What follows belongs to an exercise in optimizing a design on an open flow for small area; a production flow would make more cautious choices. In this exercise RTL edits were held to simulation tests only and were not proved equivalent to the original. Power is estimated from default activity; no workload was simulated.

$ cat flow/config.mk
export PLATFORM = sky130hd
export DESIGN_NAME = ws5_fdc
export DESIGN_NICKNAME = ws5_fdc
export VERILOG_FILES = /design/flow/design.v
export SDC_FILE = /design/flow/constraint.sdc
export NUM_CORES = 4
export LEC_CHECK = 0
export CAP_MARGIN = 20
export CORE_MARGIN = 2
export CORE_UTILIZATION = 40
export PLACE_DENSITY = 0.6
export SLEW_MARGIN = 20
$ cat flow/constraint.sdc
create_clock -name core_clock -period 10.0 [get_ports {clk}]
set_input_delay 2.0000 -clock core_clock [delete_from_list [all_inputs] [get_ports {clk}]]
set_output_delay 2.0000 -clock core_clock [all_outputs]
set_load 0.01 [all_outputs]
$ cat flow/design.v
module ws5_fdc (
    input  wire        clk,
    input  wire        rst,
    input  wire        in_valid,
    input  wire [7:0]  in_byte,
    output wire        in_ready,
    input  wire        bus_req,
    input  wire        bus_we,
    input  wire [8:0]  bus_addr,
    input  wire [1:0]  bus_size,
    input  wire [31:0] bus_wdata,
    output wire [31:0] bus_rdata,
    output wire        bus_err,
    output wire        irq
);
    reg [7*32-1:0] sh_q;        
    reg            hdr7_q;      
    reg [5:0]      cnt_q;       
    reg            pend_q;
    reg            ev_ovf_q;
    reg            ev_rsy_q;
    reg [2:0]      ie_q;
    wire       acc_ok = (bus_size == 2'd2) && (bus_addr[1:0] == 2'b00);
    wire [6:0] word   = bus_addr[8:2];
    wire       rd_en  = bus_req && !bus_we && acc_ok && !rst;
    wire       wr_en  = bus_req &&  bus_we && acc_ok && !rst;
    assign bus_err  = bus_req && (rst || !acc_ok);
    assign in_ready = !pend_q && !rst;
    assign irq      = (pend_q && ie_q[0]) || (ev_ovf_q && ie_q[1]) || (ev_rsy_q && ie_q[2]);
    wire       valid_bin = pend_q && hdr7_q;
    wire       fkind     = pend_q && !hdr7_q;
    wire [5:0] idx       = pend_q ? 6'd0 : cnt_q;
    wire [5:0] flen      = pend_q ? cnt_q : 6'd0;
    wire [1:0] mode      = (idx == 6'd0) ? 2'b00 : (hdr7_q ? 2'b01 : 2'b10);
    wire [6:0] d0 = sh_q[7*8 +: 7];
    wire [6:0] d1 = sh_q[7*7 +: 7];
    wire [6:0] d2 = sh_q[7*6 +: 7];
    wire [6:0] d3 = sh_q[7*5 +: 7];
    wire [6:0] d4 = sh_q[7*4 +: 7];
    wire [6:0] d5 = sh_q[7*3 +: 7];
    wire [6:0] d6 = sh_q[7*2 +: 7];
    wire [6:0] d7 = sh_q[7*1 +: 7];
    wire [6:0] d8 = sh_q[7*0 +: 7];
    reg [2:0] cls_row;
    reg [2:0] cls_kind;
    always @* begin
        if      (d0[6:2] == 5'b10000)  begin cls_row = 3'd0; cls_kind = 3'd1; end
        else if (d0[6:1] == 6'b000000) begin cls_row = 3'd1; cls_kind = 3'd2; end
        else if (d0[5:3] == 3'b100)    begin cls_row = 3'd2; cls_kind = 3'd3; end
        else if (d0[5:1] == 5'b11010)  begin cls_row = 3'd3; cls_kind = 3'd3; end
        else if (d0[5:1] == 5'b10100)  begin cls_row = 3'd4; cls_kind = 3'd4; end
        else if (d0[5:1] == 5'b11000)  begin cls_row = 3'd5; cls_kind = 3'd4; end
        else if (d0[5:1] == 5'b10101)  begin cls_row = 3'd6; cls_kind = 3'd5; end
        else                           begin cls_row = 3'd7; cls_kind = 3'd7; end
    end
    wire cls_prox = (cls_row >= 3'd2) && (cls_row <= 3'd6) && d0[6];
    wire [31:0] pkt_val = valid_bin
        ? {8'h00, 1'b1, d0, 8'h00, cls_prox, d0[0], cls_row, cls_kind}
        : 32'h0000_0038;
    wire [15:0] pos_x    = {d1[6:0], d2[6:0], d3[6:5]};
    wire [15:0] pos_y    = {d3[4:0], d4[6:0], d5[6:3]};
    wire [9:0]  pressure = {d5[2:0], d6[6:0]};
    wire [31:0] tilt_x   = {{25{d7[6]}}, d7[6:0]};
    wire [31:0] tilt_y   = {{25{d8[6]}}, d8[6:0]};
    wire [6:0]  tilt_xb  = d7[6:0] ^ 7'h40;
    wire [6:0]  tilt_yb  = d8[6:0] ^ 7'h40;
    wire [10:0] thr_neg  = 11'd0 - {1'b0, pressure};
    wire [31:0] throttle = d8[3] ? {{21{thr_neg[10]}}, thr_neg} : {22'd0, pressure};
    wire [31:0] rel_wheel = d8[0] ? (d8[1] ? 32'd0 : 32'hFFFF_FFFF) : (d8[1] ? 32'd1 : 32'd0);
    wire [10:0] rot_raw  = {d6[3:0], d7[6:0]};
    wire        rot_lo   = rot_raw < 11'd900;
    wire [11:0] rot_a12  = (rot_lo ? 12'd0 : 12'd1799) - {1'b0, rot_raw};
    wire [31:0] rot_angle = {{20{rot_a12[11]}}, rot_a12};
    wire [11:0] tool_id  = {d1[6:0], d2[6:2]};
    wire [31:0] serial   = {d2[1:0], d3[6:0], d4[6:0], d5[6:0], d6[6:0], d7[6:5]};
    wire [4:0] fk     = word[4:0];
    wire [4:0] fpos   = cnt_q[4:0] + ~fk;
    wire       fvis   = {1'b0, fk} < cnt_q;
    reg  [31:0] fsel;
    reg  [6:0]  fbyte;
    integer     p;
    always @* begin
        for (p = 0; p < 32; p = p + 1)
            fsel[p] = fvis && (fpos == p);
        fbyte = 7'd0;
        for (p = 0; p < 32; p = p + 1)
            fbyte = fbyte | ({7{fsel[p]}} & sh_q[7*p +: 7]);
    end
    wire [7:0] frame_val = {fvis && hdr7_q && (fk == 5'd0), fbyte};
    reg [31:0] rd_val;
    always @* begin
        rd_val = 32'h0000_0000;
        case (word)
            7'd0:  rd_val = 32'h0006_0920;
            7'd1:  rd_val = {8'd0, 2'd0, idx, 2'd0, flen, 3'd0, !pend_q, mode, fkind, pend_q};
            7'd3:  rd_val = {30'd0, ev_rsy_q, ev_ovf_q};
            7'd4:  rd_val = {29'd0, ie_q};
            7'd5:  rd_val = {29'd0, ev_rsy_q && ie_q[2], ev_ovf_q && ie_q[1], pend_q && ie_q[0]};
            7'd8:  rd_val = pkt_val;
            7'd9:  rd_val = valid_bin ? {16'd0, pos_x}    : 32'd0;
            7'd10: rd_val = valid_bin ? {16'd0, pos_y}    : 32'd0;
            7'd11: rd_val = valid_bin ? {22'd0, pressure} : 32'd0;
            7'd12: rd_val = valid_bin ? tilt_x            : 32'd0;
            7'd13: rd_val = valid_bin ? tilt_y            : 32'd0;
            7'd14: rd_val = valid_bin ? {25'd0, tilt_xb}  : 32'd0;
            7'd15: rd_val = valid_bin ? {25'd0, tilt_yb}  : 32'd0;
            7'd16: rd_val = valid_bin ? throttle          : 32'd0;
            7'd17: rd_val = valid_bin ? rel_wheel         : 32'd0;
            7'd18: rd_val = valid_bin ? {21'd0, rot_raw}  : 32'd0;
            7'd19: rd_val = valid_bin ? rot_angle         : 32'd0;
            7'd20: rd_val = valid_bin ? {20'd0, tool_id}  : 32'd0;
            7'd21: rd_val = valid_bin ? serial            : 32'd0;
            7'd32: rd_val = 32'h0001_C0FC;
            7'd33: rd_val = 32'h0002_80FE;
            7'd34: rd_val = 32'h0003_A0B8;
            7'd35: rd_val = 32'h0003_B4BE;
            7'd36: rd_val = 32'h0004_A8BE;
            7'd37: rd_val = 32'h0004_B0BE;
            7'd38: rd_val = 32'h0005_AABE;
            default: begin
                if (word[6:5] == 2'b10)
                    rd_val = {24'd0, frame_val};
            end
        endcase
    end
    assign bus_rdata = rd_en ? rd_val : 32'h0000_0000;
    wire wr_ctrl = wr_en && (word == 7'd2);
    wire srst    = wr_ctrl && bus_wdata[1];
    wire ack     = wr_ctrl && !bus_wdata[1] && bus_wdata[0] && pend_q;
    wire wr_ev   = wr_en && (word == 7'd3);
    wire wr_ie   = wr_en && (word == 7'd4);
    wire       push   = in_valid && !pend_q && !rst;
    wire [5:0] idx_w  = srst ? 6'd0 : cnt_q;
    wire       restart = in_byte[7] || (idx_w == 6'd32);     
    wire       at0    = restart || (idx_w == 6'd0);
    wire [5:0] cnt_p  = (restart ? 6'd0 : idx_w) + 6'd1;
    wire       hdr7_p = at0 ? in_byte[7] : hdr7_q;
    wire       bin_done = (cnt_p == 6'd9) && hdr7_p;
    wire       asc_done = (in_byte == 8'h0D) && !hdr7_p;
    wire [6:0] sh_in  = asc_done ? 7'h00 : in_byte[6:0];
    always @(posedge clk) begin
        if (push)
            sh_q <= {sh_q[7*31-1:0], sh_in};
    end
    always @(posedge clk) begin
        if (push)
            hdr7_q <= hdr7_p;
    end
    always @(posedge clk) begin
        if (rst) begin
            cnt_q    <= 6'd0;
            pend_q   <= 1'b0;
            ev_ovf_q <= 1'b0;
            ev_rsy_q <= 1'b0;
            ie_q     <= 3'b000;
        end else begin
            if (push)
                cnt_q <= cnt_p;
            else if (srst || ack)
                cnt_q <= 6'd0;
            if (push)
                pend_q <= bin_done || asc_done;
            else if (srst || ack)
                pend_q <= 1'b0;
            if (push && !in_byte[7] && idx_w == 6'd32)
                ev_ovf_q <= 1'b1;
            else if (srst || (wr_ev && bus_wdata[0]))
                ev_ovf_q <= 1'b0;
            if (push && in_byte[7] && idx_w != 6'd0)
                ev_rsy_q <= 1'b1;
            else if (srst || (wr_ev && bus_wdata[1]))
                ev_rsy_q <= 1'b0;
            if (wr_ie)
                ie_q <= bus_wdata[2:0];
        end
    end
endmodule
$ cat flow/run.sh
#!/bin/bash
# synth_recipe.tcl (not shown) runs the flow's synth.tcl, then flattens the netlist and writes it again
# the make line also repeats each setting of config.mk as NAME=value (left out here)
make -C /OpenROAD-flow-scripts/flow DESIGN_CONFIG=/design/flow/config.mk WORK_HOME=/design/flow/orfs CLKGATE_MAP_FILE= SYNTH_SCRIPT=/design/flow/synth_recipe.tcl finish
==> impl_metrics.csv <==
group,metric,value,unit
run_status,status,"complete, no violations",
drt,via_per_inst,6.57,
final_layout,nets,1244,
critical_path,endpoint_kind,"output pin",
yosys,ys_warn_count,1,
critical_path,critPathSlowestCell,"xnor2_2",
critical_path,cp_cell_sequence,"clkdlybuf4s50_1 -> buf_4 -> inv_2 -> ha_1 -> inv_1 -> fa_2 -> xnor2_2 -> nor2_1 -> a22oi_1 -> nor4_1 -> a211oi_1 -> or4b_1 -> a2111oi_2 -> buf_4 -> o22ai_1 -> clkdlybuf4s50_1",
clock_network,path_clk_slew,0.06,ns
yosys,synth_nets,1194,
place,finalWeightedCongestion,0.945,
min_path,worstHoldPathType,"flop to flop",
critical_path,arrival,6.68,ns
place,detailed_place_hpwl,31.1,mm
global_route,grt_pass1_vias,9963,
floorplan,io_pins,91,
power,p_leak,0.00467,uW
final_layout,final_common_cell,"edfxtp_1",
power,powerDensity,165,nW/um^2
clock_network,cts_setup_buffers,0,
floorplan,initial_utilization,0.407,
yosys,synth_edf_count,225,
global_route,grtUsageTotal,0.266,
final_layout,regArea,7000,um^2
floorplan,die_w,181,um
final_layout,layout_common_cells,"edfxtp_1 (225), nand2_1 (121), nor2_1 (81)",
drt,num_vias,10400,
critical_path,critPathLaunchType,"primary input",
clock_network,h-tree-depth,1,
drt,drtIter0Drc,1396,
timing,finalSetupTns,0,ns
global_route,antenna_found_initial,0,
place,numPortBuffers,61,
final_layout,n_fill_cell,2838,
critical_path,slowest_delay,0.66,ns
drt,ant_nets,0,
final_layout,multi_input_area,5060,um^2
timing,fin_crit_sh,0.868,
power,peakVddDrop,121,uV
drt,drt-pass1-iter-count,8,
floorplan,placementRows,64,
floorplan,fp.dieArea,32700,um^2
timing,hold_viol,0,
critical_path,critPathTopFamily,"buffers and inverters",
drt,wirelength,44.8,mm
drt,wl_per_cell,28.3,um
clock_network,cts_tree,"built",
timing,slew-limit-headroom,0.228,
timing,setup_violations,0,
yosys,synth_cell_types,90,
drt,drc,0,
clock_network,root_buffer,"clkbuf_16",
critical_path,cp_max_fo,19,
global_route,overflow,0,
yosys,synthArstFlopShare,0,
clock_network,cts-resized-gates,0,
final_layout,fin_area,14400,um^2
clock_network,clock-sinks,237,
timing,grt_setup_unrepaired,"false",
final_layout,drive_gt1_frac,0.0977,
min_path,worstHoldStart,"sh_q[158]",
final_layout,syn2layout_area_growth,15.5,%
yosys,netlist_area,12500,um^2
timing,tightest_slew,1.15,ns
clock_network,cts_buffers,28,
yosys,ys_seq_elements,237,
critical_path,rr_startpoint,"pend_q",
yosys,synthFlopType,"edfxtp_1",
clock_network,worstSkewPairLatency,0.57,ns
global_route,grt_max_degree,160,
timing,fin_crit,8.68,ns
yosys,netlist_instances,1116,
yosys,syn_avg_cell_area,11.2,um^2
flow_run,drv_cap,0,
floorplan,die_h,181,um
place,placed_cell_area,13500,um^2
timing,skew,0.0140,ns
critical_path,worstSetupPathType,"primary input to output pin",
clock_network,clk_path_buf_depth,3,
timing,fmax,0.115,GHz
yosys,yosysSeqAreaShare,0.560,
floorplan,fp.coreArea,30700,um^2
critical_path,crit_start,"bus_addr[2]",
critical_path,cp.required,8.00,ns
timing,drv_slew,0,
global_route,grt_pass1_wl,65.9,mm
clock_network,holdBufCountCts,0,
critical_path,worst-path-buf-inv,6,
worst register-to-register path: cells and delay by family, from the launching register on:
| kind | cells | cell delay [ns] |
|---|---|---|
| AND/OR/NAND/NOR | 2 | 0.41 |
| buffers and inverters | 3 | 1.70 |
| flip-flops | 1 | 0.41 |
path summary, 6_finish.rpt:
check,end,slack [ns],depth (start not counted)
setup / recovery,bus_rdata[4],1.32,16
hold / removal,sh_q[165],0.45,0
setup reg to reg,sh_q[127],7.04,5
hold reg to reg,sh_q[165],0.45,0
where the power goes:
group          switching [uW]  internal (uW)
Sequential               40.9           1130
Clock                     428            519
Combinational             168           92.7
area by class of cell:
class / count / share of cell area
inverter: 30 / 0.00833
clock inverter: 16 / 0.00824
tap: 396 / 0.0344
timing repair buffer: 96 / 0.0628
clock buffer: 35 / 0.0504
multi-input combinational: 773 / 0.351
sequential: 237 / 0.485
antenna: 1 / 0.000174
metrics by stage:
stage / cells / power, uW / hold slack, ns / setup slack (ns) / util
final: 1584 / 2380 / 0.446 / 1.32 / 0.470
after global routing: 1583 / 2450 / 0.446 / 1.11 / 0.470
after CTS: 1582 / 2380 / 0.441 / 1.37 / 0.469
after detailed placement: 1531 / 1440 / 0.428 / 1.38 / 0.442
after global placement: 1531 / 1440 / 0.425 / 1.36 / 0.442
after floorplan: 1116 / 1340 / 0.417 / 1.65 / -
sequential cells by signal, indices dropped and copies added (netlist names):
register	flops
hdr7_q	1
ev_ovf_q	1
ie_q	3
pend_q	1
cnt_q	6
sh_q	224
ev_rsy_q	1
kinds of logic (layout without fill, tap and decap cells):
kind of cell    after synthesis  after routing  synth area share
simple gates                370            370             0.143
fa+ha+maj                    22             22            0.0232
flops                       237            237             0.560
mux                          45             45            0.0413
xor+xnor                     22             22            0.0172
compound gates              314            314             0.176
buf+inv                     106            177            0.0392
other cells                   0              1                 0
routing by layer:
layer / wire length [um] / part of all wire / track usage / vias up
met2: 20200 / 0.45 / 0.415 / 680
met5: 0 / 0 / 0 / -
met4: 2070 / 0.046 / 0.112 / 0
met1: 18400 / 0.41 / 0.367 / 5152
li1: - / - / - / 4456
met3: 4140 / 0.092 / 0.0470 / 125
synth_stat cells, types with 6 or more instances:
cell	count	area (um^2)
ha_1	20	250
a32oi_1	11	96.3
a22oi_1	32	240
inv_1	28	105
nand4_1	8	50.1
a31oi_1	19	119
nor4_1	8	50.1
o21ai_0	31	155
nand2_1	121	454
xnor2_1	13	114
o211ai_1	10	75.1
o22ai_1	20	125
xor2_1	6	52.6
nor3_1	36	180
nand3_1	41	205
clkbuf_1	49	184
nor2b_1	13	81.3
edfxtp_1	225	6760
a221oi_1	15	131
mux2_2	12	135
a21oi_1	76	380
and3_1	14	87.6
a311oi_1	6	52.6
dfxtp_1	12	240
nor2_1	82	308
mux2i_1	29	290
buf_2	12	60.1
a222oi_1	16	160
a211oi_1	12	90.1
o31ai_1	7	52.6

-- re-timing with driven ports --
No port has a modelled driver above. Below, the same layout with a new extraction and two added sets of constraints. Step 1: set_driving_cell puts a clkbuf_16 on clk and a buf_2 on each other input, an assumption about the parent block. Step 2 adds t to the input delays and takes it off the output delays; t is the mean of the earliest and latest rising clock arrival at the registers after step 1. Input paths then give back, and output paths get back, about the clock's delay inside the block. Three values: no drivers, after step 1, after step 2; two values: the first two.
shift t [ns]: 0.618
setup WS [ns]: 1.322 / 1.301 / 1.301
worst setup path after step 2: input to output
latest minus earliest clock arrival (ns): 0.015 / 0.014
worst slew at a driven data input, ns: 0.05
After both steps this run still meets setup and hold. For this run, drivers alone change the setup slack by -0.021 ns; drivers and shift together by -0.021 ns.
